Background: an optimization exercise with open tools, aiming at small area, a short achievable clock period and few clock cycles. Do not read the settings as production practice. Where RTL was checked, it was by simulation tests only, not by an equivalence proof against the original. For runs 1 and 2, only the layout was checked, not whether the RTL still works. No activity file was given, so power comes from the tool's default toggle rates.

**flow/run.sh**
```bash
#!/bin/bash
# synth_recipe.tcl (not shown) runs the flow's synth.tcl, then flattens the netlist and writes it again
# the make line also repeats each setting of config.mk as NAME=value (left out here)
make -C /OpenROAD-flow-scripts/flow DESIGN_CONFIG=/design/flow/config.mk WORK_HOME=/design/flow/orfs CLKGATE_MAP_FILE= SYNTH_SCRIPT=/design/flow/synth_recipe.tcl finish
```
**flow/config.mk**
```make
export PLATFORM = sky130hd
export DESIGN_NAME = epdq_dither
export DESIGN_NICKNAME = epdq_dither
export VERILOG_FILES = /design/flow/design.v
export SDC_FILE = /design/flow/constraint.sdc
export NUM_CORES = 4
export LEC_CHECK = 0
export ABC_AREA = 1
export CAP_MARGIN = 20
export CORE_MARGIN = 2
export CORE_UTILIZATION = 50
export PLACE_DENSITY = 0.6
export SLEW_MARGIN = 20
```
**flow/constraint.sdc**
```tcl
create_clock -name core_clock -period 30.0 [get_ports {clk}]
set_input_delay 6.0000 -clock core_clock [delete_from_list [all_inputs] [get_ports {clk}]]
set_output_delay 6.0000 -clock core_clock [all_outputs]
set_load 0.01 [all_outputs]
```
**flow/design.v**
```verilog
module epdq_dither #(
    parameter MAX_W = 12
) (
    input  wire        clk,
    input  wire        rst,
    input  wire        start,
    input  wire [1:0]  cfg_op,
    input  wire [2:0]  cfg_mode,
    input  wire [5:0]  cfg_width,
    input  wire [7:0]  cfg_thr_grey,
    input  wire [15:0] cfg_thr3,
    input  wire [15:0] cfg_thr4,
    input  wire [23:0] cfg_margin,
    input  wire [23:0] cfg_color_red,
    input  wire [23:0] cfg_color_yel,
    input  wire        in_valid,
    output reg         in_ready,
    input  wire [7:0]  in_r,
    input  wire [7:0]  in_g,
    input  wire [7:0]  in_b,
    output reg         out_valid,
    input  wire        out_ready,
    output reg  [1:0]  out_sym,
    output reg  [7:0]  out_luma,
    output reg  [23:0] out_q
);
    localparam OP_DGREY  = 2'd1;
    localparam OP_DCOLOR = 2'd2;
    localparam M_BINARY = 3'd0;
    localparam M_BWR    = 3'd1;
    localparam M_BWY    = 3'd2;
    localparam M_BWYR   = 3'd3;
    localparam M_GRAY4  = 3'd4;
    localparam NE = MAX_W - 2;       
    reg [1:0]  op_q;
    reg [2:0]  mode_q;
    reg [3:0]  w_q;
    reg [7:0]  tg_q, l_q, c_q, my_q, mrb_q, mrg_q;
    reg [23:0] col2_q, red_q;
    always @(posedge clk) begin
        op_q   <= cfg_op;
        mode_q <= cfg_mode;
        w_q    <= cfg_width[3:0];
        tg_q   <= cfg_thr_grey;
        l_q    <= (cfg_mode == M_BWYR) ? cfg_thr4[7:0]  : cfg_thr3[7:0];
        c_q    <= (cfg_mode == M_BWYR) ? cfg_thr4[15:8] : cfg_thr3[15:8];
        my_q   <= cfg_margin[7:0];
        mrb_q  <= cfg_margin[15:8];
        mrg_q  <= cfg_margin[23:16];
        col2_q <= (cfg_mode == M_BWR) ? cfg_color_red : cfg_color_yel;
        red_q  <= cfg_color_red;
    end
    wire dgrey = (op_q == OP_DGREY);
    wire dith  = (op_q == OP_DGREY) || (op_q == OP_DCOLOR);
    wire w1    = (w_q == 4'd1);
    wire smw   = (w_q[3:2] == 2'b00);    
    function [23:0] symcol;
        input [1:0]  s;
        input [23:0] c2, c3;
        begin
            case (s)
                2'd0: symcol = 24'h000000;
                2'd1: symcol = 24'hFFFFFF;
                2'd2: symcol = c2;
                default: symcol = c3;
            endcase
        end
    endfunction
    function gtm;
        input [7:0] a, b, m;
        reg [9:0] t;
        begin
            t = {2'b0, a} - {2'b0, b} - {2'b0, m} - 10'd1;
            gtm = ~t[9];
        end
    endfunction
    reg v1, v2, sv, bub;
    wire full = out_valid & sv;
    wire m2   = v2 & ~full & ~bub;       
    wire m1   = v1 & (smw ? ~v2 & ~bub : ~v2 | m2);
    wire fire = in_valid & in_ready;
    wire pop  = out_valid & out_ready;
    wire v1_n  = fire | (v1 & ~m1);
    wire v2_n  = m1 | (v2 & ~m2);
    wire ov_n  = (pop | ~out_valid) ? (sv | m2) : 1'b1;
    wire sv_n  = (pop | ~out_valid) ? (sv & m2) : (sv | m2);
    wire bub_n = m2 & smw;
    wire m2_nn = v2_n & ~(ov_n & sv_n) & ~bub_n;
    wire rdy_n = ~v1_n | (smw ? ~v2_n & ~bub_n : ~v2_n | m2_nn);
    always @(posedge clk) begin
        if (rst) begin
            v1        <= 1'b0;
            v2        <= 1'b0;
            out_valid <= 1'b0;
            sv        <= 1'b0;
            bub       <= 1'b0;
            in_ready  <= 1'b1;
        end else begin
            v1        <= v1_n;
            v2        <= v2_n;
            out_valid <= ov_n;
            sv        <= sv_n;
            bub       <= bub_n;
            in_ready  <= rdy_n;
        end
    end
    reg [23:0] s1_px;
    always @(posedge clk)
        if (in_ready)
            s1_px <= {in_r, in_g, in_b};
    reg [3:0]  x;                
    reg        row0;             
    reg signed [7:0] h0, h1, h2;         
    reg signed [7:0] g0, g1, g2;         
    reg signed [7:0] a00, a01, a02;      
    reg signed [4:0] a10, a11, a12;      
    reg [NE-1:0] ptr;            
    wire rowend = (x == w_q - 4'd1);
    wire xp0    = (x == 4'd1) | w1;      
    wire [3:0] wrap_at = smw ? w_q - 4'd2 : w_q - 4'd3;
    wire [NE-1:0] ptr_n;
    genvar k;
    generate
        for (k = 0; k < NE; k = k + 1) begin : g_ptr
            if (k == 0) begin : g_p0
                assign ptr_n[k] = |(ptr & ({{(NE-1){1'b0}}, 1'b1} << wrap_at)) | (w_q[3:1] == 3'd0);
            end else begin : g_pk
                assign ptr_n[k] = ptr[k - 1] & (wrap_at != k - 1);
            end
        end
    endgenerate
    wire          fold = smw ? bub : m2;
    wire [NE-1:0] rptr = (m2 & ~smw) ? ptr_n : ptr;
    wire          rrow0 = row0 & ~(m2 & rowend);
    wire [26:0] ls_out;
    wire [26:0] ls_sel = (dith & ~rrow0) ? ls_out : 27'd0;
    wire signed [8:0] rr0 = w1 ? (dith ? {a00[7], a00} : 9'sd0) : $signed(ls_sel[8:0]);
    wire signed [8:0] rr1 = w1 ? (dith ? {a01[7], a01} : 9'sd0) : $signed(ls_sel[17:9]);
    wire signed [8:0] rr2 = w1 ? (dith ? {a02[7], a02} : 9'sd0) : $signed(ls_sel[26:18]);
    wire [9:0]  s1_s  = {1'b0, s1_px[15:8], 1'b0} + {2'b0, s1_px[23:16]} + {2'b0, s1_px[7:0]};
    wire [7:0]  s1_l  = s1_s[9:2];
    wire [15:0] s1_lm = s1_l * 8'd171;       
    wire [7:0]  o0    = dgrey ? s1_lm[15:8] : s1_px[23:16];
    reg signed [9:0] p0, p1, p2;
    always @(posedge clk)
        if (m1) begin
            p0 <= $signed({2'b0, o0}) + rr0;
            p1 <= $signed({2'b0, s1_px[15:8]}) + rr1;
            p2 <= $signed({2'b0, s1_px[7:0]}) + rr2;
        end
    function [7:0] carried;
        input signed [9:0] p;
        input signed [7:0] hg;
        reg signed [12:0] s;
        begin
            s  = $signed({p, 3'b0}) + $signed({{2{hg[7]}}, hg, 3'b0}) - $signed({{5{hg[7]}}, hg});
            if (s[12])
                carried = 8'd0;
            else if (s[11])
                carried = 8'd255;
            else
                carried = s[10:3];
        end
    endfunction
    wire [7:0] v0 = carried(p0, g0);
    wire [7:0] vg = carried(p1, g1);
    wire [7:0] vb = carried(p2, g2);
    wire [9:0]  gs   = {1'b0, vg, 1'b0} + {2'b0, v0} + {2'b0, vb};
    wire [7:0]  gr   = gs[9:2];
    wire [10:0] tgd  = ({3'b0, v0} - {1'b0, tg_q, 2'b0}) + ({2'b0, vg, 1'b0} + {3'b0, vb});
    wire [10:0] tld  = ({3'b0, vb} - {1'b0, l_q, 2'b0}) + ({3'b0, v0} + {2'b0, vg, 1'b0});
    wire       grey  = ~tgd[10];
    wire       lowl  = tld[10];
    wire       r_gt_b = v0 > vb;
    wire       g_gt_b = vg > vb;
    wire is_red3 = gtm(v0, vb, mrb_q) && gtm(v0, vg, mrg_q);
    wire is_yel  = gtm(v0, vb, my_q)  && gtm(vg, vb, my_q);
    wire dark3   = lowl && (v0 < c_q);
    wire dark4   = lowl || (v0 < c_q && vg < c_q);
    reg [1:0] msym;
    always @(*) begin
        case (mode_q)
            M_BINARY: msym = {1'b0, grey};
            M_BWR:    msym = !r_gt_b ? {1'b0, grey} : dark3 ? 2'd0 : is_red3 ? 2'd2 : 2'd1;
            M_BWY:    msym = !(r_gt_b && g_gt_b) ? {1'b0, grey} : dark3 ? 2'd0 : is_yel ? 2'd2 : 2'd1;
            M_BWYR:   msym = !r_gt_b ? {1'b0, grey} : dark4 ? 2'd0 : is_red3 ? 2'd3 :
                             is_yel ? 2'd2 : 2'd1;
            M_GRAY4:  msym = gr[7:6];
            default:  msym = 2'd0;
        endcase
    end
    wire [1:0]  rsym  = dgrey ? {1'b0, v0[7]} : msym;
    wire [7:0]  rluma = dgrey ? v0 : gr;
    function [7:0] hsel;
        input [7:0] v;
        input [7:0] c2, c3;
        input [1:0] s;
        reg [8:0] d1, d2, d3;
        begin
            d1 = {1'b0, v} + 9'd257;
            d2 = {1'b0, v} - {1'b0, c2};
            d3 = {1'b0, v} - {1'b0, c3};
            hsel = ({8{s == 2'd0}} & {1'b0, v[7:1]}) |
                   ({8{s == 2'd1}} & d1[8:1]) |
                   ({8{s == 2'd2}} & d2[8:1]) |
                   ({8{s == 2'd3}} & d3[8:1]);
        end
    endfunction
    wire [7:0] hn0 = hsel(v0, col2_q[23:16], red_q[23:16], rsym);
    wire [7:0] hn1 = hsel(vg, col2_q[15:8],  red_q[15:8],  rsym);
    wire [7:0] hn2 = hsel(vb, col2_q[7:0],   red_q[7:0],   rsym);
    function [8:0] acc3;
        input signed [7:0] a;
        input signed [7:0] h;
        reg signed [11:0] t;
        begin
            t = {a[7], a, 3'b0} + {{4{h[7]}}, h} + {{3{h[7]}}, h, 1'b0};
            acc3 = t[11:3];
        end
    endfunction
    function [8:0] acc5;
        input signed [4:0] b;
        input signed [7:0] h;
        reg signed [11:0] t;
        begin
            t = {{4{b[4]}}, b, 3'b0} + {{4{h[7]}}, h} + {{2{h[7]}}, h, 2'b0};
            acc5 = t[11:3];
        end
    endfunction
    wire signed [7:0] hf0 = xp0 ? 8'sd0 : h0;
    wire signed [7:0] hf1 = xp0 ? 8'sd0 : h1;
    wire signed [7:0] hf2 = xp0 ? 8'sd0 : h2;
    wire signed [8:0] push0 = acc3(a00, hf0);
    wire signed [8:0] push1 = acc3(a01, hf1);
    wire signed [8:0] push2 = acc3(a02, hf2);
    wire signed [8:0] na00  = acc5(xp0 ? 5'sd0 : a10, h0);
    wire signed [8:0] na01  = acc5(xp0 ? 5'sd0 : a11, h1);
    wire signed [8:0] na02  = acc5(xp0 ? 5'sd0 : a12, h2);
    wire [26:0] push = {push2, push1, push0};
    always @(posedge clk) begin
        if (start) begin
            x    <= 4'd0;
            row0 <= 1'b1;
            h0 <= 8'sd0; h1 <= 8'sd0; h2 <= 8'sd0;
            g0 <= 8'sd0; g1 <= 8'sd0; g2 <= 8'sd0;
            a00 <= 8'sd0; a01 <= 8'sd0; a02 <= 8'sd0;
            a10 <= 5'sd0; a11 <= 5'sd0; a12 <= 5'sd0;
            ptr <= {{(NE-1){1'b0}}, 1'b1};
        end else begin
            if (m2) begin
                x    <= rowend ? 4'd0 : x + 4'd1;
                if (rowend)
                    row0 <= 1'b0;
                h0 <= hn0; h1 <= hn1; h2 <= hn2;
                g0 <= (dith & ~rowend) ? hn0 : 8'sd0;
                g1 <= (dith & ~rowend) ? hn1 : 8'sd0;
                g2 <= (dith & ~rowend) ? hn2 : 8'sd0;
            end
            if (fold) begin
                a00 <= na00[7:0]; a01 <= na01[7:0]; a02 <= na02[7:0];
                a10 <= h0[7:3]; a11 <= h1[7:3]; a12 <= h2[7:3];
                ptr <= ptr_n;
            end
        end
    end
    wire [26:0] ls_terms [0:NE-1];
    generate
        for (k = 0; k < NE; k = k + 1) begin : g_ls
            reg [26:0] st;
            always @(posedge clk)
                if (fold & ptr[k])
                    st <= push;
            if (k == 0) begin : g_first
                assign ls_terms[k] = rptr[k] ? st : 27'd0;
            end else begin : g_next
                assign ls_terms[k] = ls_terms[k - 1] | (rptr[k] ? st : 27'd0);
            end
        end
    endgenerate
    assign ls_out = ls_terms[NE - 1];
    reg [1:0] sk_sym;
    reg [7:0] sk_luma;
    wire [1:0] q_sym = sv ? sk_sym : rsym;
    always @(posedge clk) begin
        if (pop | ~out_valid) begin
            out_sym  <= q_sym;
            out_luma <= sv ? sk_luma : rluma;
            out_q    <= symcol(q_sym, col2_q, red_q);
        end
        if (m2) begin
            sk_sym  <= rsym;
            sk_luma <= rluma;
        end
    end
endmodule
```
==> results of run 1 <==
[cell usage in the layout, fill, tap and decap left out, types with 14 or more instances in the layout]
| master | n |
|---|---|
| nand2_1 | 648 |
| inv_1 | 632 |
| edfxtp_1 | 368 |
| ha_1 | 300 |
| a21oi_1 | 261 |
| dfxtp_1 | 213 |
| clkdlybuf4s50_1 | 184 |
| o21ai_0 | 169 |
| nand3_1 | 166 |
| nor2_1 | 159 |
| fa_1 | 121 |
| xor2_1 | 120 |
| nand4_1 | 83 |
| clkbuf_16 | 67 |
| xnor2_1 | 54 |
| a22o_1 | 44 |
| mux2_2 | 40 |
| buf_4 | 38 |
| a221oi_1 | 30 |
| a211oi_1 | 26 |
| o21ai_1 | 23 |
| o21bai_1 | 21 |
| nor2_2 | 16 |
| nor3_1 | 16 |
| clkbuf_1 | 15 |
| nand3_2 | 14 |
[per-stage QoR]
stage	area, µm²	total power [mW]	hold WS (ns)	setup slack [ns]	utilization [%]
4_1_cts	40300	4.30	0.444	21.75	57.7
5_1_grt	40300	4.68	0.475	21.24	57.8
3_3_place_gp	38100	3.42	0.428	21.78	54.5
3_5_place_dp	38100	3.45	0.430	21.75	54.5
6_report	40300	4.27	0.441	21.83	57.8
2_1_floorplan	35100	2.81	0.414	22.68	-
[tightest hold or removal path: cells and delay by family, from the launching register on]
kind,cells,cell delay (ns)
flops,1,0.30
simple gates,2,0.11
[routing by layer]
layer / GRT usage [%] / vias up
li1: - / 12900
met1: 32.5 / 12100
met2: 45.2 / 549
met3: 3.37 / 177
met4: 9.08 / 0
met5: 0 / -
[report_power, final]
part	total, mW	switching, mW	internal, mW
combinational	2.44	1.53	0.907
sequential	1.01	0.0350	0.978
clock	0.818	0.346	0.472
[kinds of logic (layout without fill, tap and decap cells)]
kind of cell    count (synthesis)  count (layout)  synth area share [%]
buf+inv                       746             991                  8.15
mux                            40              40                  1.28
compound gates                637             637                  10.7
flops                         581             581                  43.6
fa+ha+maj                     421             421                  17.6
simple gates                 1148            1148                  14.3
xor+xnor                      174             174                  4.34
[area by class of cell]
type                    count  area [µm²]
clock buffers              82        1730
clock inverters            38         485
fillers                  6256       29500
inverters                 647        2430
multi-input cells        2420       17000
flip-flops and latches    581       15300
well taps                 940        1180
repair buffers            224        2160
[worst paths after layout]
check             slack, ns  cells past startpoint                end               start
hold / removal         0.44                      2  row0$_SDFFE_PP1P_   row0$_SDFFE_PP1P_
setup / recovery      21.83                     33    p0[9]$_DFFE_PP_  s1_px[1]$_DFFE_PP_
hold reg to reg        0.44                      2  row0$_SDFFE_PP1P_   row0$_SDFFE_PP1P_
setup reg to reg      21.83                     33    p0[9]$_DFFE_PP_  s1_px[1]$_DFFE_PP_
[registers in the layout, indices dropped and copies added (netlist names), 10 cells and up]
signal / flops
ptr: 10
p0: 10
col2_q: 24
g_ls.st: 270
p1: 10
out_q: 24
red_q: 24
s1_px: 24
p2: 10
==> results.toml, run 1 <==
[die]
die_h_um = 269
dieArea_um2 = 72400
die_x_um = 269
design.portCount = 188
coreArea_um2 = 69800
initial_core_util_pct = 50.3
rows = 97

[route]
route.detailed.drc = 0
wl_met2_um = 45200
first_iter_violations = 1652
met3WireLength_um = 3910
firstDrtPassIters = 5
drtAntennaViolNets = 0
via_per_inst = 5.23
wirelength_um = 91500
wl_per_cell_um = 18.5
drt-met1-wl_um = 39300
top_layer = "met4"
vias = 25800

[logic_synthesis]
synth-async-reset-ratio_pct = 0
syn_nets = 4320
synth-edff-count = 368
synth.distinct_cells = 64
ys_top_cells_by_count = "nand2_1 (652), inv_1 (632), edfxtp_1 (368)"
netlist_area_um2 = 35100
synth_area_leaders = "edfxtp_1 (31%), dfxtp_1 (12%), ha_1 (11%)"
synth_top_cell_area_share_pct = 31.5
yosysMostFrequentCell = "nand2_1"
yosys_most_used_dff = "edfxtp_1"
syn_avg_cell_area_um2 = 9.37
yosysTopAreaCell = "edfxtp_1"
synth-seq-area-share_pct = 43.6
synth_seq_cells = 581
synthCells = 3747
yosys_warnings = 1

[timing]
slew_headroom_pct = 26.3
fmax_ghz = 0.122
finalSetupViolations = 0
tns_ns = 0
hold_viol = 0
worst_pin_slew_ns = 1.09
min_period_ns = 8.17
clock_skew_ns = 0.0531
fin_crit_sh_pct = 27.2
rsz0062_at_grt = "no"
drv_slew = 0

[clocking]
h-tree-depth = 3
clk_path_buf_depth = 3
clk_pin_slew_ns = 0.06
cts_root_buf = "clkbuf_16"
cts_resized = 0
cts_sinks = 581
post_cts_buffers = 0
numCtsBuffers = 66
cts_hold_buf = 0
clock_latency_ns = 0.65
cts_tree = "built"

[worst_setup_path]
critPathSlowestCell = "o21ai_0"
path_class = "reg -> reg"
critPathMaxStageDelay_ns = 0.77
crit_family = "compound AO/OA/AOI/OAI gates"
end_kind = "register"
critical_path_required_ns = 30.45
cp-start-kind = "register"
critPathMaxFanout = 4
arrival_ns = 8.62
worstPathBufferInverterCount = 5
cp_common_cell = "nand2_1"

[place]
port_buffers = 185
hpwl_um = 65200
placedCellCount = 4811
gp_congestion = 0.893

[global_routing]
grt_pass1_vias = 25200
overflow = 0
grt_first_pass_wirelength_um = 142000
antenna_found_initial = 0
grt_max_degree = 71
grt_usage_pct = 25.7

[power]
power.leakage_nw = 18.3
p_per_area_nw_per_um2 = 106
ir_worst_vdd_uv = 94.5

[final_layout]
fin_cells = 4932
nNetsFinal = 4513
area_delta_synth_final_pct = 14.7
drive_gt1_share_pct = 6.59
diodes = 0

[min_path]
hold_path.class = "reg -> reg"

[status]
status = "no timing/DRC/antenna violations"

[job]
max_cap_viol_count = 0
==> inputs of run 2 (changes only) <==
--- a/flow/config.mk
+++ b/flow/config.mk
@@ -8,6 +8,6 @@
 export ABC_AREA = 1
 export CAP_MARGIN = 20
 export CORE_MARGIN = 2
-export CORE_UTILIZATION = 50
-export PLACE_DENSITY = 0.6
+export CORE_UTILIZATION = 70
+export PLACE_DENSITY = 0.8
 export SLEW_MARGIN = 20
==> results.toml, run 2 <==
[timing]
finalSetupViolations = 0
tns_ns = 0
min_period_ns = 8.43
hold_viol = 0
clock_skew_ns = 0.0428
slew_headroom_pct = 26.8
drv_slew = 0
rsz0062_at_grt = "no"
fin_crit_sh_pct = 28.1
worst_pin_slew_ns = 1.09
fmax_ghz = 0.119

[power]
power.leakage_nw = 18.1
ir_worst_vdd_uv = 139
p_per_area_nw_per_um2 = 109

[worst_setup_path]
crit_family = "compound AO/OA/AOI/OAI gates"
path_class = "reg -> reg"
critPathMaxStageDelay_ns = 0.71
critPathSlowestCell = "o21ai_0"
arrival_ns = 8.83
worstPathBufferInverterCount = 4
critPathMaxFanout = 4
critical_path_required_ns = 30.40
ff2ff_setup_slack_ns = 21.57
timing.rr.start = "s1_px[1]$_DFFE_PP_"
end_kind = "register"
r2r_cells = 33
timing.rr.end = "p0[8]$_DFFE_PP_"
cp-start-kind = "register"

[clocking]
numCtsBuffers = 58
h-tree-depth = 2
post_cts_buffers = 0
cts_resized = 0
cts_tree = "built"
clk_pin_slew_ns = 0.06
cts_hold_buf = 0
cts_sinks = 581
clock_latency_ns = 0.66
cts_root_buf = "clkbuf_16"
clk_path_buf_depth = 3

[global_routing]
antenna_found_initial = 0
grt_first_pass_wirelength_um = 148000
grt_max_degree = 72
grt_pass1_vias = 27800
grt_usage_pct = 36.3
overflow = 0

[final_layout]
final_area_um2 = 39700
nNetsFinal = 4502
layout_commonest_cell = "nand2_1"
layout_common_cells = "nand2_1 (651), inv_1 (631), edfxtp_1 (368), ha_1 (300), a21oi_1 (261)"
area_delta_synth_final_pct = 13.1
largest_register_ffs = 270
diodes = 0
largest-register = "g_ls.st"
drive_gt1_share_pct = 6.39

[logic_synthesis]
yosys_warnings = 1
synth.distinct_cells = 64
synthCells = 3747
synthAdderAreaFrac_pct = 17.6
synth-async-reset-ratio_pct = 0
synth_compound_area_share_pct = 10.7
syn_nets = 4320
yosysMostFrequentCell = "nand2_1"
synth-seq-area-share_pct = 43.6
synth_seq_cells = 581
synth_top_cell_area_share_pct = 31.5
netlist_area_um2 = 35100
synthXorXnorAreaFrac_pct = 4.34
synthSimpleGateAreaFrac_pct = 14.3
ys_top_cells_by_count = "nand2_1 (652), inv_1 (632), edfxtp_1 (368)"
yosysTopAreaCell = "edfxtp_1"
yosys_most_used_dff = "edfxtp_1"
synth_top_family_by_area = "adder cells"
synth_area_leaders = "edfxtp_1 (31%), dfxtp_1 (12%), ha_1 (11%)"
synthMuxAreaShare_pct = 1.28
syn_avg_cell_area_um2 = 9.37
synth-edff-count = 368

[min_path]
worstHoldStart = "a12[4]$_SDFFE_PP0P_"
holdPathStages = 2
hold_path.class = "reg -> reg"
hold_end = "a12[4]$_SDFFE_PP0P_"

[route]
via_per_inst = 5.93
drtAntennaViolNets = 0
wl_per_cell_um = 20.2
wirelength_um = 94000
first_iter_violations = 2534
route.detailed.drc = 0
firstDrtPassIters = 6
vias = 27600

[die]
dieArea_um2 = 52000
die_x_um = 228
die_h_um = 228
rows = 82
coreArea_um2 = 49900
design.portCount = 188
initial_core_util_pct = 70.4

[status]
status = "no timing/DRC/antenna violations"

[place]
port_buffers = 185
gp_congestion = 0.985
place_area_um2 = 37700
hpwl_um = 65400

[job]
max_cap_viol_count = 0
==> run 2: worst max path at each step <==
stage                            start                  end  slack, ns  cells after the start
floorplan                    out_ready  in_ready$_SDFF_PP1_      22.68                      6
global placement    s1_px[1]$_DFFE_PP_      p0[8]$_DFFE_PP_      22.06                     35
detailed placement  s1_px[1]$_DFFE_PP_      p0[8]$_DFFE_PP_      21.85                     35
CTS                 s1_px[1]$_DFFE_PP_      p0[8]$_DFFE_PP_      21.67                     35
global route        s1_px[1]$_DFFE_PP_      p0[8]$_DFFE_PP_      20.81                     33
finish              s1_px[1]$_DFFE_PP_      p0[8]$_DFFE_PP_      21.57                     33
==> run 2: layout make-up <==
type	instances	area, µm²
Clock buffer	73	1550
Fill cell	3170	10100
Multi-Input combinational cell	2420	17000
Clock inverter	36	477
Inverter	647	2430
Timing Repair Buffer	221	2120
Sequential cell	581	15300
Tap cell	672	841
==> run 2: cell families (layout without fill, tap and decap cells) <==
kind of cell    Yosys count  after routing
xor+xnor                174            174
flops                   581            581
mux                      40             40
buf+inv                 746            977
compound gates          637            637
simple gates           1148           1148
fa+ha+maj               421            421
==> run 2: worst reg2reg max path: cells and delay by family, from the launching register on <==
family / cells / cell delay (ns)
and+or+nand+nor: 8 / 0.93
adders and majority gates: 7 / 2.94
DFF: 1 / 0.52
AOI/OAI and AO/OA: 12 / 3.21
xor gates and xnor gates: 2 / 0.25
buffers and inverters: 4 / 0.35
==> run 2: power breakdown <==
group / switching (mW) / internal (mW)
clock: 0.333 / 0.441
combinational: 1.62 / 0.921
sequential: 0.0363 / 0.978
==> run 2: through the flow <==
stage               utilization, %  setup WS (ns)  std cells  power, mW  hold WS, ns
global route                  79.7          20.81       4650       4.67        0.477
global placement              75.6          22.06       4541       3.37        0.426
floorplan                        -          22.68       3747       2.81        0.414
CTS                           79.7          21.67       4650       4.29        0.453
detailed placement            75.6          21.85       4541       3.49        0.438
finish                        79.7          21.57       4650       4.33        0.451
==> run 2: layer usage <==
metal	GRT usage, %	vias to the layer above	wire [µm]
met3	5.76	334	7320
met4	22.7	0	6330
met2	61.0	1347	45300
met1	44.1	13000	35100
met5	0	-	0
li1	-	12900	-
==> inputs of run 3 (changes only) <==
--- a/flow/design.v
+++ b/flow/design.v
@@ -74,22 +74,28 @@
             gtm = ~t[9];
         end
     endfunction
-    reg v1, v2, sv, bub;
+    reg v1, vl, v2, sv, bub;
     wire full = out_valid & sv;
     wire m2   = v2 & ~full & ~bub;       
-    wire m1   = v1 & (smw ? ~v2 & ~bub : ~v2 | m2);
+    wire s2f  = smw ? ~v2 & ~bub : ~v2 | m2;
+    wire ml   = vl & s2f;                
+    wire m1   = v1 & (dgrey ? ~vl | ml : s2f);   
+    wire ld2  = dgrey ? ml : m1;         
     wire fire = in_valid & in_ready;
     wire pop  = out_valid & out_ready;
     wire v1_n  = fire | (v1 & ~m1);
-    wire v2_n  = m1 | (v2 & ~m2);
+    wire vl_n  = dgrey & (m1 | (vl & ~ml));
+    wire v2_n  = ld2 | (v2 & ~m2);
     wire ov_n  = (pop | ~out_valid) ? (sv | m2) : 1'b1;
     wire sv_n  = (pop | ~out_valid) ? (sv & m2) : (sv | m2);
     wire bub_n = m2 & smw;
     wire m2_nn = v2_n & ~(ov_n & sv_n) & ~bub_n;
-    wire rdy_n = ~v1_n | (smw ? ~v2_n & ~bub_n : ~v2_n | m2_nn);
+    wire s2f_n = smw ? ~v2_n & ~bub_n : ~v2_n | m2_nn;
+    wire rdy_n = ~v1_n | (dgrey ? ~vl_n | s2f_n : s2f_n);
     always @(posedge clk) begin
         if (rst) begin
             v1        <= 1'b0;
+            vl        <= 1'b0;
             v2        <= 1'b0;
             out_valid <= 1'b0;
             sv        <= 1'b0;
@@ -97,6 +103,7 @@
             in_ready  <= 1'b1;
         end else begin
             v1        <= v1_n;
+            vl        <= vl_n;
             v2        <= v2_n;
             out_valid <= ov_n;
             sv        <= sv_n;
@@ -104,9 +111,10 @@
             in_ready  <= rdy_n;
         end
     end
+    wire s1_en = ~v1 | m1;
     reg [23:0] s1_px;
     always @(posedge clk)
-        if (in_ready)
+        if (s1_en)
             s1_px <= {in_r, in_g, in_b};
     reg [3:0]  x;                
     reg        row0;             
@@ -138,13 +146,15 @@
     wire signed [8:0] rr1 = w1 ? (dith ? {a01[7], a01} : 9'sd0) : $signed(ls_sel[17:9]);
     wire signed [8:0] rr2 = w1 ? (dith ? {a02[7], a02} : 9'sd0) : $signed(ls_sel[26:18]);
     wire [9:0]  s1_s  = {1'b0, s1_px[15:8], 1'b0} + {2'b0, s1_px[23:16]} + {2'b0, s1_px[7:0]};
-    wire [7:0]  s1_l  = s1_s[9:2];
-    wire [15:0] s1_lm = s1_l * 8'd171;       
-    wire [7:0]  o0    = dgrey ? s1_lm[15:8] : s1_px[23:16];
+    reg  [7:0]  sl_l;
+    always @(posedge clk)
+        if (m1)
+            sl_l <= s1_s[9:2];
+    wire [17:0] sl_lr = {10'd0, sl_l} * 18'd171 + {rr0[8], rr0, 8'd0};
     reg signed [9:0] p0, p1, p2;
     always @(posedge clk)
-        if (m1) begin
-            p0 <= $signed({2'b0, o0}) + rr0;
+        if (ld2) begin
+            p0 <= dgrey ? $signed(sl_lr[17:8]) : $signed({2'b0, s1_px[23:16]}) + rr0;
             p1 <= $signed({2'b0, s1_px[15:8]}) + rr1;
             p2 <= $signed({2'b0, s1_px[7:0]}) + rr2;
         end
--- a/flow/config.mk
+++ b/flow/config.mk
@@ -8,6 +8,8 @@
 export ABC_AREA = 1
 export CAP_MARGIN = 20
 export CORE_MARGIN = 2
-export CORE_UTILIZATION = 70
-export PLACE_DENSITY = 0.8
+export CORE_UTILIZATION = 50
+export CTS_BUF_LIST = sky130_fd_sc_hd__clkbuf_8
+export CTS_CLUSTER_SIZE = 20
+export PLACE_DENSITY = 0.6
 export SLEW_MARGIN = 20
==> results.toml, run 3 <==
[status]
status = "no timing/DRC/antenna violations"

[route]
first_iter_violations = 1863
wirelength_um = 92900
via_per_inst = 5.24
firstDrtPassIters = 6
drtAntennaViolNets = 0
route.detailed.drc = 0
wl_per_cell_um = 18.3
vias = 26600

[final_layout]
nNetsFinal = 4615
layout_commonest_cell = "nand2_1"
largest-register = "g_ls.st"
num-fill-cells = 6507
layout_common_cells = "nand2_1 (696), inv_1 (630), edfxtp_1 (376), ha_1 (300), a21oi_1 (275)"
drive_gt1_share_pct = 7.61
fin_cells = 5070
regArea_um2 = 15600
utilization_pct = 57.9
area_delta_synth_final_pct = 14.3
largest_register_ffs = 270
multi_input_area_um2 = 17100

[timing]
min_period_ns = 8.04
tns_ns = 0
finalSetupViolations = 0
worst_pin_slew_ns = 1.01
fmax_ghz = 0.124
fin_crit_sh_pct = 26.8
finalWorstSetupSlack_ns = 21.96
hold_viol = 0
drv_slew = 0
slew_headroom_pct = 32.6
clock_skew_ns = 0.0457
rsz0062_at_grt = "no"

[global_routing]
grt_use_met1_pct = 35.8
top_usage_layer = "met2"
grt_pass1_vias = 26000
gr-usage-met3_pct = 5.57
grt_max_degree = 60
antenna_found_initial = 5
gr-usage-met2_pct = 39.9
overflow = 0
grt_usage_pct = 25.6
grt_first_pass_wirelength_um = 145000

[logic_synthesis]
synth.distinct_cells = 59
synthCells = 3817
netlist_area_um2 = 35500
yosysMostFrequentCell = "nand2_1"
yosys_most_used_dff = "edfxtp_1"
yosysTopAreaCell = "edfxtp_1"
syn_nets = 4390
synth_seq_cells = 590
synth-edff-count = 376
synth-seq-area-share_pct = 43.9
synth-async-reset-ratio_pct = 0
synth_area_leaders = "edfxtp_1 (32%), dfxtp_1 (12%), ha_1 (11%)"
synth_top_cell_area_share_pct = 31.8
yosys_warnings = 1
ys_top_cells_by_count = "nand2_1 (698), inv_1 (609), edfxtp_1 (376)"
syn_avg_cell_area_um2 = 9.30

[min_path]
worstHoldStart = "row0$_SDFFE_PP1P_"
hold_end = "row0$_SDFFE_PP1P_"
hold_path.class = "reg -> reg"
holdPathStages = 2

[die]
initial_core_util_pct = 50.6
coreArea_um2 = 70100
die_h_um = 270
die_x_um = 270
dieArea_um2 = 73200
rows = 97
design.portCount = 188

[worst_setup_path]
timing.rr.end = "out_q[23]$_DFFE_PN_"
critPathMaxFanout = 47
arrival_ns = 8.56
timing.rr.start = "g1[6]$_SDFFE_PP0P_"
r2r_cells = 39
critPathMaxStageDelay_ns = 0.61
path_class = "reg -> reg"
critical_path_required_ns = 30.52
cp_common_cell = "nand2_1"
critPathSlowestCell = "nand2_1"
end_kind = "register"
ff2ff_setup_slack_ns = 21.96
cp-start-kind = "register"

[clocking]
clock_latency_ns = 0.75
cts_tree = "built"
h-tree-depth = 3
clk_pin_slew_ns = 0.07
post_cts_buffers = 0
cts_sinks = 590
numCtsBuffers = 101
clk_path_buf_depth = 3
cts_resized = 0
cts_hold_buf = 0
cts_root_buf = "clkbuf_8"

[power]
power_frac_comb_pct = 57.5
pwr-share-seq_pct = 24.6
sw_frac_of_total_pct = 45.9
power.leakage_nw = 18.5
clock_power_share_pct = 18.0
ir_worst_vdd_uv = 82.6
p_per_area_nw_per_um2 = 107
intPower_mw = 2.35
p_sw_mw = 1.99

[place]
place_ws_ns = 22.09
gp_congestion = 0.930
hpwl_um = 66200
port_buffers = 185
placedCellCount = 4879

[job]
max_cap_viol_count = 0
[run 3: area by class of cell]
| type | count | share of cell area (%) |
|---|---|---|
| Sequential cell | 590 | 38.4 |
| Clock inverter | 79 | 1.63 |
| Tap cell | 940 | 2.90 |
| Timing Repair Buffer | 225 | 5.32 |
| Multi-Input combinational cell | 2479 | 42.1 |
| Antenna cell | 2 | 0.0123 |
| Clock buffer | 110 | 3.73 |
| Inverter | 645 | 5.98 |
[run 3: worst max-delay path, delay by kind of cell (launching register included)]
| kind | cells | cell delay [ns] |
|---|---|---|
| AOI/OAI and AO/OA | 7 | 1.95 |
| xor gates and xnor gates | 1 | 0.14 |
| adders and majority gates | 4 | 1.60 |
| buffers and inverters | 7 | 1.08 |
| DFF | 1 | 0.38 |
| and+or+nand+nor | 20 | 2.67 |
[run 3: per-stage QoR]
step	hold slack (ns)	power [mW]	cell area (µm²)
global placement	0.429	3.52	38400
CTS	0.445	4.36	40600
finish	0.443	4.35	40600
global route	0.471	4.77	40600
floorplan	0.414	2.90	35500
detailed placement	0.430	3.56	38400
[run 3: worst max-delay path by stage]
stage                             startpoint             endpoint  slack [ns]  cells past startpoint
final                     g1[6]$_SDFFE_PP0P_  out_q[23]$_DFFE_PN_       21.96                     39
after global placement             out_ready  in_ready$_SDFF_PP1_       22.11                      9
after detailed placement           out_ready  in_ready$_SDFF_PP1_       22.09                      9
after CTS                 g1[6]$_SDFFE_PP0P_  out_q[23]$_DFFE_PN_       22.10                     39
after floorplan                    out_ready  in_ready$_SDFF_PP1_       22.66                      8
after global routing      g1[6]$_SDFFE_PP0P_  out_q[23]$_DFFE_PN_       21.14                     41
[run 3: power by group through the flow]
| stage | Clock [mW] | Combinational (mW) | Sequential (mW) |
|---|---|---|---|
| floorplan | 0 | 1.82 | 1.08 |
| global placement | 0 | 2.44 | 1.09 |
| detailed placement | 0 | 2.47 | 1.09 |
| CTS | 0.800 | 2.49 | 1.07 |
| global route | 0.831 | 2.86 | 1.08 |
| finish | 0.782 | 2.50 | 1.07 |
[run 3: logic make-up after synthesis]
family	count (synthesis)	share of synthesized area [%]
adders and majority gates	421	17.4
muxes	40	1.27
DFF	590	43.9
AOI/OAI and AO/OA	646	10.5
and+or+nand+nor	1194	14.4
xor gates and xnor gates	178	4.39
buffers and inverters	748	8.18
[run 3: layer usage]
| layer | part of all wire (%) | vias up |
|---|---|---|
| met4 | 2.7 | 6 |
| met5 | 0.13 | - |
| li1 | - | 13200 |
| met1 | 46 | 12500 |
| met2 | 44 | 688 |
| met3 | 7.0 | 170 |
Testbench counts of run 3, summed over its fixed seeds: cycles 13,078.
==> inputs of run 4 (changes only) <==
==> flow/config.mk (replaced) <==
export PLATFORM = sky130hd
export DESIGN_NAME = epdq_dither
export DESIGN_NICKNAME = epdq_dither
export VERILOG_FILES = /design/flow/design.v
export SDC_FILE = /design/flow/constraint.sdc
export NUM_CORES = 4
export LEC_CHECK = 0
export ABC_AREA = 1
export CAP_MARGIN = 40
export CORE_MARGIN = 2
export CORE_UTILIZATION = 50
export PLACE_DENSITY = 0.6
export SLEW_MARGIN = 60
==> results.toml, run 4 <==
[global_routing]
grt_pass1_vias = 25600
grt_first_pass_wirelength_um = 145000
antenna_found_initial = 2
grt_usage_pct = 25.5
overflow = 0
grt_max_degree = 63

[timing]
fmax_ghz = 0.130
drv_slew = 0
slew_headroom_pct = 55.0
min_period_ns = 7.66
finalSetupViolations = 0
fin_crit_sh_pct = 25.5
hold_viol = 0
clock_skew_ns = 0.0366
worst_pin_slew_ns = 0.669
tns_ns = 0
rsz0062_at_grt = "no"

[route]
wirelength_um = 92600
drtAntennaViolNets = 0
firstDrtPassIters = 6
route.detailed.drc = 0
via_per_inst = 5.28
wl_per_cell_um = 18.5
first_iter_violations = 2025
vias = 26400

[die]
die_x_um = 270
die_h_um = 270
dieArea_um2 = 73200
design.portCount = 188
initial_core_util_pct = 50.6
rows = 97
coreArea_um2 = 70100

[final_layout]
drive_gt1_share_pct = 7.56
layout_common_cells = "nand2_1 (691), inv_1 (596), edfxtp_1 (376), ha_1 (300), a21oi_1 (275)"
multi_input_area_um2 = 17300
final_area_um2 = 40900
diodes = 0
utilization_pct = 58.3
nNetsFinal = 4580
largest-register = "g_ls.st"
num-fill-cells = 6315
largest_register_ffs = 270
layout_commonest_cell = "nand2_1"
regArea_um2 = 15600
area_delta_synth_final_pct = 15.1

[worst_setup_path]
crit_family = "buffers and inverters"
worstPathBufferInverterCount = 1
crit_chain = "clkdlybuf4s50_1"
critical_path_required_ns = 24.00
cp-start-kind = "register"
critPathMaxFanout = 3
end_kind = "output pin"
path_class = "reg -> out"
critPathSlowestCell = "clkdlybuf4s50_1"
critPathMaxStageDelay_ns = 0.59
arrival_ns = 1.66

[clocking]
cts_resized = 0
cts_sinks = 590
h-tree-depth = 3
cts_root_buf = "clkbuf_16"
clock_latency_ns = 0.63
cts_tree = "built"
post_cts_buffers = 0
clk_pin_slew_ns = 0.06
numCtsBuffers = 67
clk_path_buf_depth = 3
cts_hold_buf = 0

[power]
intPower_mw = 2.41
ir_worst_vdd_uv = 84.6
power_frac_comb_pct = 57.1
pwr-share-seq_pct = 24.2
power.leakage_nw = 18.4
finalPower_mw = 4.41
clock_power_share_pct = 18.6
p_sw_mw = 2.00
p_per_area_nw_per_um2 = 108
sw_frac_of_total_pct = 45.4

[logic_synthesis]
syn_avg_cell_area_um2 = 9.30
yosysMostFrequentCell = "nand2_1"
synth.distinct_cells = 59
synth-async-reset-ratio_pct = 0
synth_top_cell_area_share_pct = 31.8
syn_nets = 4390
netlist_area_um2 = 35500
synth_seq_cells = 590
synthCells = 3817
yosys_most_used_dff = "edfxtp_1"
yosysTopAreaCell = "edfxtp_1"
synth-edff-count = 376
synth-seq-area-share_pct = 43.9
ys_top_cells_by_count = "nand2_1 (698), inv_1 (609), edfxtp_1 (376)"
yosys_warnings = 1
synth_area_leaders = "edfxtp_1 (32%), dfxtp_1 (12%), ha_1 (11%)"

[place]
hpwl_um = 66100
port_buffers = 185
gp_congestion = 0.930
place_area_um2 = 38600

[min_path]
hold_path.class = "reg -> reg"

[status]
status = "no timing/DRC/antenna violations"

[job]
max_cap_viol_count = 0
[run 4: area by class of cell]
type | instances | share of cell area (%)
Clock buffer | 88 | 4.42
Clock inverter | 34 | 1.01
Inverter | 645 | 5.95
Multi-Input combinational cell | 2479 | 42.4
Sequential cell | 590 | 38.1
Tap cell | 940 | 2.88
Timing Repair Buffer | 224 | 5.26
[run 4: cells by family after synthesis]
| kind of cell | count (synthesis) | share of synthesized area, % |
|---|---|---|
| AO/OA/AOI/OAI | 646 | 10.5 |
| AND/OR/NAND/NOR | 1194 | 14.4 |
| multiplexers | 40 | 1.27 |
| adder cells (fa/ha/maj) | 421 | 17.4 |
| flip-flops | 590 | 43.9 |
| buffers and inverters | 748 | 8.18 |
| XOR/XNOR | 178 | 4.39 |
[run 4: stage by stage]
step           hold WS [ns]  instances  setup slack (ns)
3_3_place_gp          0.429       4878             22.11
5_1_grt               0.464       5000             21.70
3_5_place_dp          0.430       4878             22.48
6_report              0.443       5000             22.34
2_1_floorplan         0.414       3817             22.66
4_1_cts               0.447       5000             22.29
[run 4: worst paths after layout]
kind,startpoint,end,slack [ns],depth (start not counted)
worst min register to register,row0$_SDFFE_PP1P_,row0$_SDFFE_PP1P_,0.44,2
worst max-delay path,out_valid$_SDFF_PP0_,out_valid,22.34,1
worst min-delay path,row0$_SDFFE_PP1P_,row0$_SDFFE_PP1P_,0.44,2
worst max register to register,g1[6]$_SDFFE_PP0P_,out_q[23]$_DFFE_PN_,22.46,40
[run 4: per-layer routing]
| layer | part of all wire [%] | wire (µm) | up-vias | GRT usage, % |
|---|---|---|---|---|
| met5 | 0 | 0 | - | 0 |
| met3 | 6.5 | 6060 | 121 | 4.26 |
| met4 | 2.0 | 1840 | 0 | 5.61 |
| li1 | - | - | 13100 | - |
| met2 | 45 | 41700 | 693 | 40.5 |
| met1 | 46 | 43100 | 12500 | 36.7 |
[run 4: power groups by stage]
stage	Combinational [mW]	Clock, mW	Sequential [mW]
finish	2.52	0.822	1.07
global route	2.88	0.873	1.08
CTS	2.51	0.841	1.07
detailed placement	2.49	0	1.09
global placement	2.44	0	1.09
floorplan	1.82	0	1.08
==> inputs of run 5 (changes only) <==
--- a/flow/config.mk
+++ b/flow/config.mk
@@ -6,8 +6,8 @@
 export NUM_CORES = 4
 export LEC_CHECK = 0
 export ABC_AREA = 1
-export CAP_MARGIN = 40
+export CAP_MARGIN = 50
 export CORE_MARGIN = 2
 export CORE_UTILIZATION = 50
 export PLACE_DENSITY = 0.6
-export SLEW_MARGIN = 60
+export SLEW_MARGIN = 80
==> results.toml, run 5 <==
[timing]
clock_skew_ns = 0.0262
drv_slew = 0
fin_crit_sh_pct = 25.5
fmax_ghz = 0.131
tns_ns = 0
worst_pin_slew_ns = 0.324
finalWorstSetupSlack_ns = 22.34
finalSetupViolations = 0
hold_viol = 0
min_period_ns = 7.66
slew_headroom_pct = 78.4
rsz0062_at_grt = "no"

[route]
via_per_inst = 5.28
drtAntennaViolNets = 0
wl_per_cell_um = 18.6
wirelength_um = 94200
vias = 26800
route.detailed.drc = 0
first_iter_violations = 2023
firstDrtPassIters = 6

[logic_synthesis]
yosys_warnings = 1
synthCells = 3817
synth.distinct_cells = 59
syn_nets = 4390
netlist_area_um2 = 35500
synthMuxAreaShare_pct = 1.27
synthAdderAreaFrac_pct = 17.4
yosysMostFrequentCell = "nand2_1"
synth-seq-area-share_pct = 43.9
synthSimpleGateAreaFrac_pct = 14.4
synth-async-reset-ratio_pct = 0
syn_avg_cell_area_um2 = 9.30
synth_seq_cells = 590
yosysTopAreaCell = "edfxtp_1"
ys_top_cells_by_count = "nand2_1 (698), inv_1 (609), edfxtp_1 (376)"
synthXorXnorAreaFrac_pct = 4.39
synth_top_cell_area_share_pct = 31.8
synth_area_leaders = "edfxtp_1 (32%), dfxtp_1 (12%), ha_1 (11%)"
synth-edff-count = 376
synth_top_family_by_area = "adder cells"
yosys_most_used_dff = "edfxtp_1"
synth_compound_area_share_pct = 10.5

[min_path]
holdPathStages = 2
hold_path.class = "reg -> reg"

[final_layout]
layout_common_cells = "nand2_1 (673), inv_1 (581), edfxtp_1 (376), ha_1 (298), a21oi_1 (271)"
diodes = 0
largest-register = "g_ls.st"
largest_register_ffs = 270
area_delta_synth_final_pct = 21.1
layout_commonest_cell = "nand2_1"
drive_gt1_share_pct = 12.5
nNetsFinal = 4652

[power]
power_frac_comb_pct = 58.8
p_sw_mw = 2.08
intPower_mw = 2.54
p_per_area_nw_per_um2 = 107
pwr-share-seq_pct = 23.0
sw_frac_of_total_pct = 45.1
clock_power_share_pct = 18.2
power.leakage_nw = 19.2
ir_worst_vdd_uv = 81.5

[clocking]
clk_path_buf_depth = 3
clock_latency_ns = 0.62
cts_root_buf = "clkbuf_16"
cts_sinks = 590
clk_pin_slew_ns = 0.06
h-tree-depth = 3
numCtsBuffers = 68
cts_resized = 0
cts_tree = "built"
post_cts_buffers = 0
cts_hold_buf = 0

[die]
rows = 97
dieArea_um2 = 73200
die_h_um = 270
die_x_um = 270
initial_core_util_pct = 50.6
design.portCount = 188
coreArea_um2 = 70100

[worst_setup_path]
path_depth = 1
crit_family = "buffers and inverters"
critPathSlowestCell = "clkdlybuf4s50_1"
arrival_ns = 1.66
path_class = "reg -> out"
critPathMaxStageDelay_ns = 0.59
cp-start-kind = "register"
critPathMaxFanout = 3
crit_chain = "clkdlybuf4s50_1"
worstPathBufferInverterCount = 1
r2r_cells = 46
end_kind = "output pin"
critical_path_required_ns = 24.00

[global_routing]
grt_max_degree = 48
grt_pass1_vias = 26200
grt_first_pass_wirelength_um = 147000
overflow = 0
antenna_found_initial = 2
grt_usage_pct = 26.0

[place]
port_buffers = 185
place_ws_ns = 22.53
gp_congestion = 0.930
hpwl_um = 68600

[job]
max_cap_viol_count = 0

[status]
status = "no timing/DRC/antenna violations"
run 5: final cells by class:
| cell class | instances | area, µm² |
|---|---|---|
| Fill cell | 6117 | 27100 |
| Multi-Input combinational cell | 2479 | 18200 |
| Sequential cell | 590 | 15600 |
| Timing Repair Buffer | 295 | 3280 |
| Inverter | 645 | 2480 |
| Clock buffer | 80 | 1810 |
| Tap cell | 940 | 1180 |
| Clock inverter | 44 | 469 |
run 5: path summary, 6_finish.rpt:
kind / startpoint / endpoint / slack (ns)
setup / recovery: out_valid$_SDFF_PP0_ / out_valid / 22.34
setup reg to reg: g0[6]$_SDFFE_PP0P_ / g1[6]$_SDFFE_PP0P_ / 22.97
hold reg to reg: row0$_SDFFE_PP1P_ / row0$_SDFFE_PP1P_ / 0.44
hold / removal: row0$_SDFFE_PP1P_ / row0$_SDFFE_PP1P_ / 0.44
run 5: metal layers:
layer  wire [µm]  part of all wire [%]  track usage [%]
met1       42500                    45             36.3
met4        2320                   2.5             6.86
met2       42300                    45             40.7
met3        6940                   7.4             5.84
met5          98                  0.10            0.855
run 5: metrics by stage:
| stage | instances | utilization [%] | hold WS, ns | area (µm²) | total power [mW] |
|---|---|---|---|---|---|
| finish | 5073 | 61.3 | 0.442 | 43000 | 4.62 |
| global route | 5073 | 61.3 | 0.465 | 43000 | 5.04 |
| CTS | 5053 | 60.5 | 0.447 | 42500 | 4.57 |
| detailed placement | 4929 | 57.3 | 0.430 | 40200 | 3.71 |
| global placement | 4878 | 54.7 | 0.429 | 38400 | 3.52 |
| floorplan | 3817 | - | 0.414 | 35500 | 2.90 |
run 5: kinds of logic after synthesis:
group	after synthesis
adders and majority gates	421
DFF	590
xor gates and xnor gates	178
AOI/OAI and AO/OA	646
buffers and inverters	748
muxes	40
and+or+nand+nor	1194
run 5: power groups by stage:
stage	logic (mW)	clock network [mW]	registers (mW)
2_1_floorplan	1.82	0	1.08
3_3_place_gp	2.44	0	1.09
3_5_place_dp	2.63	0	1.08
4_1_cts	2.65	0.858	1.07
5_1_grt	3.08	0.889	1.07
6_report	2.72	0.839	1.06
==> inputs of run 6 (changes only) <==
--- a/flow/config.mk
+++ b/flow/config.mk
@@ -6,8 +6,8 @@
 export NUM_CORES = 4
 export LEC_CHECK = 0
 export ABC_AREA = 1
-export CAP_MARGIN = 50
+export CAP_MARGIN = 20
 export CORE_MARGIN = 2
 export CORE_UTILIZATION = 50
 export PLACE_DENSITY = 0.6
-export SLEW_MARGIN = 80
+export SLEW_MARGIN = 20
==> results.toml, run 6 <==
[final_layout]
largest_register_ffs = 270
diodes = 0
drive_gt1_share_pct = 6.35
layout_commonest_cell = "nand2_1"
final_area_um2 = 40600
layout_common_cells = "nand2_1 (696), inv_1 (609), edfxtp_1 (376), ha_1 (300), a21oi_1 (275)"
nNetsFinal = 4581
largest-register = "g_ls.st"
area_delta_synth_final_pct = 14.4

[job]
max_cap_viol_count = 0

[timing]
fmax_ghz = 0.125
slew_headroom_pct = 31.4
clock_skew_ns = 0.0429
min_period_ns = 8.00
finalHoldWorstSlack_ns = 0.441
hold_viol = 0
finalSetupViolations = 0
drv_slew = 0
fin_crit_sh_pct = 26.7
rsz0062_at_grt = "no"
tns_ns = 0
worst_pin_slew_ns = 1.03

[worst_setup_path]
critPathSlowestCell = "nand2_1"
cp-startpoint = "g1[6]$_SDFFE_PP0P_"
cp-start-kind = "register"
end_kind = "register"
crit_family = "simple AND/OR/NAND/NOR gates"
cp_common_cell = "nand2_1"
critPathMaxStageDelay_ns = 0.61
worstPathBufferInverterCount = 8
path_class = "reg -> reg"
timing.rr.start = "g1[6]$_SDFFE_PP0P_"
critical_path_required_ns = 30.42
arrival_ns = 8.42
critPathMaxFanout = 47

[logic_synthesis]
synth.distinct_cells = 59
yosys_warnings = 1
yosysTopAreaCell = "edfxtp_1"
syn_avg_cell_area_um2 = 9.30
synth_top_cell_area_share_pct = 31.8
synth-seq-area-share_pct = 43.9
synth_area_leaders = "edfxtp_1 (32%), dfxtp_1 (12%), ha_1 (11%)"
yosys_most_used_dff = "edfxtp_1"
netlist_area_um2 = 35500
syn_nets = 4390
synth-edff-count = 376
ys_top_cells_by_count = "nand2_1 (698), inv_1 (609), edfxtp_1 (376)"
synth_seq_cells = 590
yosysMostFrequentCell = "nand2_1"
synth-async-reset-ratio_pct = 0
synthCells = 3817

[power]
ir_worst_vdd_uv = 81.4
p_per_area_nw_per_um2 = 108
power_frac_comb_pct = 57.1
clock_power_share_pct = 18.5
pwr-share-seq_pct = 24.4
sw_frac_of_total_pct = 45.5
p_sw_mw = 1.99
finalPower_mw = 4.38
power.leakage_nw = 18.4
intPower_mw = 2.39

[place]
place_area_um2 = 38400
gp_congestion = 0.930
port_buffers = 185
hpwl_um = 66200

[clocking]
h-tree-depth = 3
clock_latency_ns = 0.65
post_cts_buffers = 0
cts_resized = 0
numCtsBuffers = 67
clk_path_buf_depth = 3
cts_sinks = 590
cts_tree = "built"
cts_hold_buf = 0
clk_pin_slew_ns = 0.06
cts_root_buf = "clkbuf_16"

[global_routing]
grt_first_pass_wirelength_um = 144000
grt_usage_pct = 25.5
antenna_found_initial = 4
grt_pass1_vias = 25700
grt_max_degree = 60
overflow = 0

[min_path]
worstHoldStart = "row0$_SDFFE_PP1P_"
hold_path.class = "reg -> reg"

[die]
design.portCount = 188
rows = 97
die_x_um = 270
coreArea_um2 = 70100
initial_core_util_pct = 50.6
die_h_um = 270
dieArea_um2 = 73200

[route]
vias = 26400
drtAntennaViolNets = 0
route.detailed.drc = 0
firstDrtPassIters = 6
via_per_inst = 5.28
wl_per_cell_um = 18.5
wirelength_um = 92700
first_iter_violations = 1786

[status]
status = "no timing/DRC/antenna violations"
-- run 6: cell counts after synthesis --
Identical to the previous run, type by type.
-- run 6: cells by family (layout without fill, tap and decap cells) --
group           Yosys count  count (layout)  share of synthesized area (%)
simple gates           1194            1194                           14.4
buf+inv                 748             991                           8.18
compound gates          646             646                           10.5
flops                   590             590                           43.9
fa+ha+maj               421             421                           17.4
xor+xnor                178             178                           4.39
mux                      40              40                           1.27
-- run 6: power by group through the flow --
stage,clock network [mW],logic (mW),registers [mW]
after floorplan,0,1.82,1.08
after global placement,0,2.44,1.09
after detailed placement,0,2.47,1.09
after CTS,0.828,2.49,1.07
after global routing,0.858,2.86,1.08
final,0.811,2.50,1.07
-- run 6: final cells by class --
| cell class | instances | area [µm²] |
|---|---|---|
| well taps | 940 | 1180 |
| fillers | 6426 | 29500 |
| clock inverters | 35 | 405 |
| inverters | 645 | 2430 |
| clock buffers | 86 | 1790 |
| repair buffers | 225 | 2160 |
| flip-flops and latches | 590 | 15600 |
| multi-input cells | 2479 | 17100 |
-- run 6: tightest hold or removal path, stage by stage, from the launching register on --
cell	delay [ns]
dfxtp_1	0.31
nand2_1	0.06
nand2_1	0.05
-- run 6: final timing paths --
path,to,slack [ns],cells past startpoint
max,out_q[23]$_DFFE_PN_,22.00,41
min,row0$_SDFFE_PP1P_,0.44,2
max reg2reg,out_q[23]$_DFFE_PN_,22.00,41
min reg2reg,row0$_SDFFE_PP1P_,0.44,2
-- run 6: layer usage --
metal / part of all wire, % / track usage, %
met5: 0.13 / 0.921
met4: 2.2 / 7.11
met3: 7.4 / 5.21
met2: 44 / 40.0
met1: 46 / 35.9
-- run 6: stage by stage --
step,instances,worst slack [ns],utilization (%)
finish,5000,22.00,57.9
global route,5000,21.13,57.9
CTS,5000,22.10,57.9
detailed placement,4879,22.09,54.8
global placement,4878,22.11,54.7
floorplan,3817,22.66,-
==> inputs of run 7 (changes only) <==
==> flow/flow/run.sh (new file) <==
#!/bin/bash
# The standard layout, with every port buffered by a buf_2 cell instead of
# the default port buffer. The make output goes to standard.log, each tool's
# own log to orfs/logs/.
set -euo pipefail
export BUFFER_PORTS_ARGS="-buffer_cell sky130_fd_sc_hd__buf_2"
bash standard.sh > standard.log 2>&1
==> flow/standard.sh (new file) <==
#!/bin/bash
# synth_recipe.tcl (not shown) runs the flow's synth.tcl, then flattens the netlist and writes it again
# the make line also repeats each setting of config.mk as NAME=value (left out here)
make -C /OpenROAD-flow-scripts/flow DESIGN_CONFIG=/design/flow/config.mk WORK_HOME=/design/flow/orfs CLKGATE_MAP_FILE= SYNTH_SCRIPT=/design/flow/synth_recipe.tcl "${@:-finish}"
removed: flow/run.sh
==> results.toml, run 7 <==
[status]
status = "no timing/DRC/antenna violations"

[die]
initial_core_util_pct = 50.6
rows = 97
dieArea_um2 = 73200
coreArea_um2 = 70100
die_h_um = 270
design.portCount = 188
die_x_um = 270

[route]
top_layer = "met5"
via_per_inst = 5.24
drt-met1-wl_um = 42500
wirelength_um = 91000
route.detailed.drc = 0
vias = 26200
firstDrtPassIters = 5
first_iter_violations = 1943
wl_per_cell_um = 18.2
drtAntennaViolNets = 0
wl_met2_um = 40200
met3WireLength_um = 6210

[final_layout]
drive_gt1_share_pct = 11.0
nNetsFinal = 4581
utilization_pct = 56.6
largest_register_ffs = 270
layout_commonest_cell = "nand2_1"
num-fill-cells = 6402
fin_cells = 5006
layout_common_cells = "nand2_1 (695), inv_1 (609), edfxtp_1 (376), ha_1 (300), a21oi_1 (275)"
largest-register = "g_ls.st"
area_delta_synth_final_pct = 11.9
final_area_um2 = 39700

[power]
power_frac_comb_pct = 56.5
finalPower_mw = 4.37
intPower_mw = 2.38
ir_worst_vdd_uv = 87.9
clock_power_share_pct = 19.0
sw_frac_of_total_pct = 45.4
p_per_area_nw_per_um2 = 110
pwr-share-seq_pct = 24.4
power.leakage_nw = 18.4
p_sw_mw = 1.98

[worst_setup_path]
cp-start-kind = "register"
critPathMaxStageDelay_ns = 0.66
path_class = "reg -> reg"
arrival_ns = 8.49
end_kind = "register"
critical_path_required_ns = 30.42
cp_common_cell = "nand2_1"
critPathSlowestCell = "nand2_2"
critPathMaxFanout = 44

[timing]
fmax_ghz = 0.124
finalWorstSetupSlack_ns = 21.93
drv_slew = 0
finalSetupViolations = 0
min_period_ns = 8.07
tns_ns = 0
hold_viol = 0
slew_headroom_pct = 30.6
rsz0062_at_grt = "no"
fin_crit_sh_pct = 26.9
worst_pin_slew_ns = 1.04
finalHoldWorstSlack_ns = 0.453
clock_skew_ns = 0.0217

[logic_synthesis]
yosysMostFrequentCell = "nand2_1"
synth_area_leaders = "edfxtp_1 (32%), dfxtp_1 (12%), ha_1 (11%)"
syn_nets = 4390
synth_top_cell_area_share_pct = 31.8
synth-async-reset-ratio_pct = 0
yosysTopAreaCell = "edfxtp_1"
yosys_most_used_dff = "edfxtp_1"
yosys_warnings = 1
netlist_area_um2 = 35500
synth_seq_cells = 590
ys_top_cells_by_count = "nand2_1 (698), inv_1 (609), edfxtp_1 (376)"
synth-seq-area-share_pct = 43.9
synthCells = 3817
synth.distinct_cells = 59
synth-edff-count = 376
syn_avg_cell_area_um2 = 9.30

[global_routing]
grt_max_degree = 71
grt_usage_pct = 25.2
grt_first_pass_wirelength_um = 143000
antenna_found_initial = 2
grt_pass1_vias = 25700
overflow = 0

[clocking]
clock_latency_ns = 0.62
cts_root_buf = "clkbuf_16"
clk_pin_slew_ns = 0.06
clk_path_buf_depth = 3
cts_tree = "built"
cts_sinks = 590
post_cts_buffers = 0
numCtsBuffers = 68
cts_hold_buf = 0
cts_resized = 0
h-tree-depth = 3

[place]
hpwl_um = 65000
place_area_um2 = 37500
gp_congestion = 0.929
place_ws_ns = 22.01
placedCellCount = 4877
port_buffers = 185

[min_path]
hold_path.class = "reg -> reg"

[job]
max_cap_viol_count = 0
[run 7: cell types whose count changed in the layout (fill, tap and decap cells not counted), sizes merged]
cell and change:
buf +183, clkdlybuf4s50 -184, clkinv -2, clkbuf +1
bufinv +1, diode +2, inv +5
[run 7: area by class of cell]
cell class,instances,area (µm²),area share (%)
well taps,940,1180,2.96
flip-flops and latches,590,15600,39.2
inverters,645,2430,6.11
repair buffers,224,1240,3.12
multi-input cells,2479,17100,43.0
clock buffers,87,1880,4.72
clock inverters,39,369,0.929
diodes,2,5.00,0.0126
[run 7: metal layers]
layer / track usage, % / vias up
li1: - / 13100
met1: 35.7 / 12300
met2: 39.1 / 669
met3: 5.68 / 123
met4: 6.34 / 2
met5: 0 / -
[run 7: critical path, delay by kind of cell, from the launching register on]
kind / cells / cell delay (ns)
compound gates: 8 / 1.70
simple gates: 21 / 3.18
flops: 1 / 0.38
buf+inv: 6 / 0.83
xor+xnor: 1 / 0.13
fa+ha+maj: 4 / 1.60
[run 7: logic make-up after synthesis]
| family | share of synthesized area [%] |
|---|---|
| flip-flops | 43.9 |
| multiplexers | 1.27 |
| buffers and inverters | 8.18 |
| XOR/XNOR | 4.39 |
| AO/OA/AOI/OAI | 10.5 |
| adder cells (fa/ha/maj) | 17.4 |
| AND/OR/NAND/NOR | 14.4 |
[run 7: worst paths after layout]
| kind | from | endpoint | slack [ns] | cells past startpoint |
|---|---|---|---|---|
| worst min register to register | row0$_SDFFE_PP1P_ | row0$_SDFFE_PP1P_ | 0.45 | 2 |
| worst min-delay path | row0$_SDFFE_PP1P_ | row0$_SDFFE_PP1P_ | 0.45 | 2 |
| worst max-delay path | g1[6]$_SDFFE_PP0P_ | out_q[23]$_DFFE_PN_ | 21.93 | 40 |
| worst max register to register | g1[6]$_SDFFE_PP0P_ | out_q[23]$_DFFE_PN_ | 21.93 | 40 |
[run 7: power groups by stage]
stage / Combinational (mW) / Sequential, mW / Clock [mW]
after global routing: 2.84 / 1.08 / 0.878
after global placement: 2.41 / 1.08 / 0
after CTS: 2.45 / 1.07 / 0.847
final: 2.47 / 1.07 / 0.831
after floorplan: 1.82 / 1.08 / 0
after detailed placement: 2.43 / 1.08 / 0
==> inputs of run 8 (changes only) <==
--- a/flow/config.mk
+++ b/flow/config.mk
@@ -6,8 +6,8 @@
 export NUM_CORES = 4
 export LEC_CHECK = 0
 export ABC_AREA = 1
-export CAP_MARGIN = 20
+export CAP_MARGIN = 40
 export CORE_MARGIN = 2
 export CORE_UTILIZATION = 50
 export PLACE_DENSITY = 0.6
-export SLEW_MARGIN = 20
+export SLEW_MARGIN = 60
==> results.toml, run 8 <==
[status]
status = "no timing/DRC/antenna violations"

[logic_synthesis]
synth-async-reset-ratio_pct = 0
yosysTopAreaCell = "edfxtp_1"
synth_area_leaders = "edfxtp_1 (32%), dfxtp_1 (12%), ha_1 (11%)"
ys_top_cells_by_count = "nand2_1 (698), inv_1 (609), edfxtp_1 (376)"
syn_nets = 4390
netlist_area_um2 = 35500
synth-edff-count = 376
syn_avg_cell_area_um2 = 9.30
synth_top_cell_area_share_pct = 31.8
synthCells = 3817
yosys_warnings = 1
synth-seq-area-share_pct = 43.9
yosysMostFrequentCell = "nand2_1"
synth.distinct_cells = 59
yosys_most_used_dff = "edfxtp_1"
synth_seq_cells = 590

[clocking]
cts_resized = 0
numCtsBuffers = 69
clock_latency_ns = 0.63
h-tree-depth = 3
cts_hold_buf = 0
cts_root_buf = "clkbuf_16"
cts_sinks = 590
post_cts_buffers = 0
cts_tree = "built"
clk_pin_slew_ns = 0.06
clk_path_buf_depth = 3

[die]
coreArea_um2 = 70100
initial_core_util_pct = 50.6
die_x_um = 270
rows = 97
design.portCount = 188
dieArea_um2 = 73200
die_h_um = 270

[place]
port_buffers = 185
placedCellCount = 4880
place_ws_ns = 22.59
gp_congestion = 0.929
hpwl_um = 65000

[worst_setup_path]
critical_path_required_ns = 30.33
critPathSlowestCell = "fa_1"
path_class = "reg -> reg"
timing.rr.start = "g1[6]$_SDFFE_PP0P_"
ff2ff_setup_slack_ns = 22.47
cp-startpoint = "g1[6]$_SDFFE_PP0P_"
cp_common_cell = "nand2_1"
end_kind = "register"
arrival_ns = 7.86
critPathMaxStageDelay_ns = 0.53
r2r_cells = 41
critPathMaxFanout = 47
timing.rr.end = "out_q[20]$_DFFE_PN_"
cp-start-kind = "register"

[global_routing]
grt_pass1_vias = 25700
grt_max_degree = 71
antenna_found_initial = 2
overflow = 0
grt_first_pass_wirelength_um = 143000
grt_usage_pct = 25.2

[route]
wirelength_um = 91700
first_iter_violations = 1907
route.detailed.drc = 0
vias = 26400
drtAntennaViolNets = 0
via_per_inst = 5.27
wl_per_cell_um = 18.3
firstDrtPassIters = 8

[job]
max_cap_viol_count = 0

[final_layout]
fin_cells = 5004
largest-register = "g_ls.st"
layout_commonest_cell = "nand2_1"
diodes = 0
largest_register_ffs = 270
drive_gt1_share_pct = 12.0
area_delta_synth_final_pct = 12.4
nNetsFinal = 4584
layout_common_cells = "nand2_1 (691), inv_1 (597), edfxtp_1 (376), ha_1 (300), a21oi_1 (275)"
num-fill-cells = 6422

[timing]
clock_skew_ns = 0.0313
tns_ns = 0
fin_crit_sh_pct = 25.1
worst_pin_slew_ns = 0.692
drv_slew = 0
hold_viol = 0
slew_headroom_pct = 53.4
finalWorstSetupSlack_ns = 22.47
finalSetupViolations = 0
min_period_ns = 7.53
rsz0062_at_grt = "no"
fmax_ghz = 0.133

[min_path]
hold_path.class = "reg -> reg"
worstHoldStart = "row0$_SDFFE_PP1P_"
hold_end = "row0$_SDFFE_PP1P_"
holdPathStages = 2

[power]
ir_worst_vdd_uv = 86.2
p_per_area_nw_per_um2 = 110
power.leakage_nw = 18.4
==> run 8: cell count changes in the layout (fill, tap and decap cells not counted), sizes merged <==
cell and change:
clkinv -5, clkinvlp +4, buf +2, diode -2, inv -1
==> run 8: per-layer routing <==
layer,wire [µm],share of wire (%),global-route usage [%]
met1,42300,46,35.3
met2,40700,44,39.7
met3,6320,6.9,5.48
met4,2360,2.6,6.70
met5,13,0.014,0
==> run 8: logic make-up (layout without fill, tap and decap cells) <==
| group | after synthesis | in the layout | synth area share, % |
|---|---|---|---|
| simple gates | 1194 | 1194 | 14.4 |
| xor+xnor | 178 | 178 | 4.39 |
| mux | 40 | 40 | 1.27 |
| compound gates | 646 | 646 | 10.5 |
| fa+ha+maj | 421 | 421 | 17.4 |
| flops | 590 | 590 | 43.9 |
| buf+inv | 748 | 995 | 8.18 |
==> run 8: how the worst max path moves through the flow <==
stage          slack, ns                  end  cells past startpoint
3_3_place_gp       22.10  out_q[23]$_DFFE_PN_                     40
4_1_cts            22.64  out_q[20]$_DFFE_PN_                     41
6_report           22.47  out_q[20]$_DFFE_PN_                     41
5_1_grt            21.89   out_q[7]$_DFFE_PN_                     45
3_5_place_dp       22.59    x[1]$_SDFFE_PP0P_                      6
2_1_floorplan      22.66  in_ready$_SDFF_PP1_                      8
==> run 8: cell type report <==
cell class                      instances  area (µm²)  area share (%)
Multi-Input combinational cell       2479       17300            43.3
Sequential cell                       590       15600            39.0
Inverter                              645        2430            6.08
Clock buffer                           87        1860            4.65
Timing Repair Buffer                  226        1260            3.15
Tap cell                              940        1180            2.95
Clock inverter                         37         338           0.846
==> run 8: stage by stage <==
stage          hold slack [ns]  power [mW]  area [µm²]  utilization (%)
2_1_floorplan            0.414        2.90       35500                -
3_3_place_gp             0.432        3.49       37500             53.4
3_5_place_dp             0.434        3.54       37700             53.7
4_1_cts                  0.448        4.38       39900             56.9
5_1_grt                  0.482        4.79       39900             56.9
6_report                 0.446        4.38       39900             56.9
==> run 8: where the power goes <==
group	internal [mW]	leakage [nW]	switching, mW	total [mW]
logic	0.890	12.0	1.60	2.49
registers	1.02	5.35	0.0455	1.07
clock network	0.477	1.06	0.343	0.820
total	2.39	18.4	1.99	4.38
==> run 8: worst max-delay path, delay by kind of cell, from the launching register on <==
kind / cells / cell delay [ns]
DFF: 1 / 0.38
buffers and inverters: 8 / 1.35
and+or+nand+nor: 20 / 1.91
AOI/OAI and AO/OA: 8 / 1.78
adders and majority gates: 4 / 1.68
xor gates and xnor gates: 1 / 0.12

Re-timed with assumed drivers on the ports (clkbuf_16 on the clock, buf_2 on other inputs), run 8 has 22.466 ns of setup slack against 22.466 ns with ideal ports, and 22.466 ns once port delays also move by the mid clock arrival of 0.679 ns.
